What follows belongs to an exercise in optimizing a design on an open flow for small area and few clock cycles; a production flow would make more cautious choices.
RTL that was checked went through simulation tests only; none was proved equivalent to the original.
Power figures rest on the tool's default switching activity, not on a simulated workload.

## lmac_core
module lmac_core (
    input  wire       clk,
    input  wire       rst,
    input  wire       rx_valid,
    input  wire [7:0] rx_data,
    output wire       rx_ready,
    input  wire       cmd_valid,
    input  wire [3:0] cmd_op,
    input  wire [7:0] cmd_data,
    input  wire [1:0] cmd_flags,
    output wire       cmd_ready,
    output reg        rsp_valid,
    output reg  [3:0] rsp_status,
    output wire       tx_valid,
    output wire [7:0] tx_data,
    input  wire       tx_ready,
    output reg        pay_valid,
    output wire [7:0] pay_data,
    output reg        err_valid,
    output reg  [3:0] err_code
);
For scale: about 57 I/O pins, ~0.036 mm2 of cells after synthesis.
Settings: LEC_CHECK=0, CAP_MARGIN=20, CORE_MARGIN=2, CORE_UTILIZATION=40, SLEW_MARGIN=20; clock period 8.0 ns.
run.sh (not shown) runs the stock make flow with config.mk's settings and CLKGATE_MAP_FILE= SYNTH_SCRIPT=/design/flow/synth_recipe.tcl, a recipe that flattens the netlist after the stock synthesis.
Rerun with:
CTS_BUF_LIST = sky130_fd_sc_hd__clkbuf_16   (was default)
CTS_CLUSTER_DIAMETER = 120   (was default)
CTS_CLUSTER_SIZE = 25   (was default)
After rerunning:
- total power goes down by 19%
- final cell count fell by 3.5%
- non-clock buffer count is unchanged
- wire length goes down by 2.5%
- die area does not change
Rerun with:
CTS_BUF_LIST = sky130_fd_sc_hd__clkbuf_8   (was sky130_fd_sc_hd__clkbuf_16)
CTS_CLUSTER_DIAMETER = default   (was 120)
CTS_CLUSTER_SIZE = default   (was 25)
Outcome:
- clock power increases by 74%
- die area is unchanged
- power rose by 24%
- routed wire length is higher by 4.7%
- clock skew rose by 0.013 ns
Rerun with:
CORE_UTILIZATION = 60   (was 40)
CTS_BUF_LIST = default   (was sky130_fd_sc_hd__clkbuf_8)
PLACE_DENSITY = 0.75   (was default)
After rerunning: Area after synthesis does not change; cell area came out lower by 2.0%; clock-buffer cell count fell by 89.
No functional check of the RTL was part of any run of this note.

---

lmac_core, a different RTL version from the one above (not shown whole).
Size: about 2300 cells after synthesis, roughly 1300 flip-flops, ~35000 sq um of cells after synthesis.
make LEC_CHECK=0 CAP_MARGIN=20 CORE_MARGIN=2 CORE_UTILIZATION=60 CTS_BUF_LIST=sky130_fd_sc_hd__clkbuf_16 CTS_CLUSTER_DIAMETER=90 CTS_CLUSTER_SIZE=25 PLACE_DENSITY=0.75 SLEW_MARGIN=20 finish   # period 8.0 ns
Testbench counts at the start, summed over its fixed seeds: cycles 27,563.
Edit:
- CTS_CLUSTER_DIAMETER: 90 -> 80
- CTS_CLUSTER_SIZE: 25 -> 20
Design area goes up by about 1.5%; global-route usage goes up by 0.36 points; clock-buffer cell count goes up by 17; total power goes up by about 5.5%; worst hold slack degrades by 0.019 ns; clock skew goes up by 0.0035 ns; routed wire length goes up by 1.1%; core utilization goes up by 0.96 points; worst setup slack improves by 0.080 ns; flip-flop and latch count stays the same; die area is unchanged.

---

Another version of the RTL of lmac_core (not shown whole).
Size: ~2400 cells after synthesis, ~1300 flip-flops, roughly 35000 sq um of cells after synthesis.
==> flow/config.mk <==
export PLATFORM = sky130hd
export DESIGN_NAME = lmac_core
export DESIGN_NICKNAME = lmac_core
export VERILOG_FILES = /design/flow/design.v
export SDC_FILE = /design/flow/constraint.sdc
export NUM_CORES = 4
export LEC_CHECK = 0
export ABC_CLOCK_PERIOD_IN_PS = 20000
export CAP_MARGIN = 20
export CORE_MARGIN = 2
export CORE_UTILIZATION = 60
export CTS_BUF_LIST = sky130_fd_sc_hd__clkbuf_16
export CTS_CLUSTER_DIAMETER = 90
export CTS_CLUSTER_SIZE = 25
export PLACE_DENSITY = 0.75
export SLEW_MARGIN = 20
==> flow/constraint.sdc <==
create_clock -name core_clock -period 8.0 [get_ports {clk}]
set_input_delay 1.6000 -clock core_clock [delete_from_list [all_inputs] [get_ports {clk}]]
set_output_delay 1.6000 -clock core_clock [all_outputs]
set_load 0.01 [all_outputs]
The starting point completed without violations.
Testbench counts at the start, summed over its fixed seeds: cycles 27,617.
Next try:
- ABC_CLOCK_PERIOD_IN_PS: 20000 -> not set
- GPL_ROUTABILITY_DRIVEN: not set -> 0
- GPL_TIMING_DRIVEN: not set -> 0
Total power goes up slightly.
Final area climbs slightly.
Flip-flop and latch count stays the same.
Via count climbs by a few percent.
Global-route usage fell by 0.74 points.
Cell count rose slightly.
Next try:
- GPL_ROUTABILITY_DRIVEN: 0 -> not set
- GPL_TIMING_DRIVEN: 0 -> not set
Outcome: Power came out lower by 0.72%. Utilization fell by 0.52 points. Non-clock buffer count came out lower by 50. Clock power falls by about 2%. Sequential power barely changes. Routed wire length came out higher by 2.1%.

[static timing again, ports no longer ideal]
Ports are ideal in the flow. The routed layouts listed here were re-timed in OpenROAD. Step 1, drivers: a clkbuf_16 drives clk and a buf_2 each remaining input, both assumed. Step 2, shift: input delay + t, output delay - t, t = (earliest + latest rising clock arrival at the registers) / 2. This alone moves slack from input paths to output paths. Three values: no drivers, after step 1, after step 2; two values: the first two.
run | t (ns) | setup WS [ns] | worst slew at a driven data input, ns
the first run of note 1 | 0.731 | 0.442 / 0.383 / 1.114 | 0.15
the second run of note 1 | 0.694 | 0.509 / 0.449 / 1.143 | 0.15
the third run of note 1 | 0.863 | 0.434 / 0.378 / 1.241 | 0.15
the fourth run of note 1 | 0.709 | 0.386 / 0.326 / 1.035 | 0.14
the first run of note 2 | 0.707 | 0.480 / 0.421 / 1.128 | 0.08
the second run of note 2 | 0.705 | 0.560 / 0.499 / 1.204 | 0.08
the first run of note 3 | 0.690 | 0.426 / 0.369 / 1.058 | 0.12
the second run of note 3 | 0.699 | 0.356 / 0.298 / 0.997 | 0.13
the third run of note 3 | 0.690 | 0.426 / 0.369 / 1.058 | 0.12
After both steps every run listed still meets setup and hold.
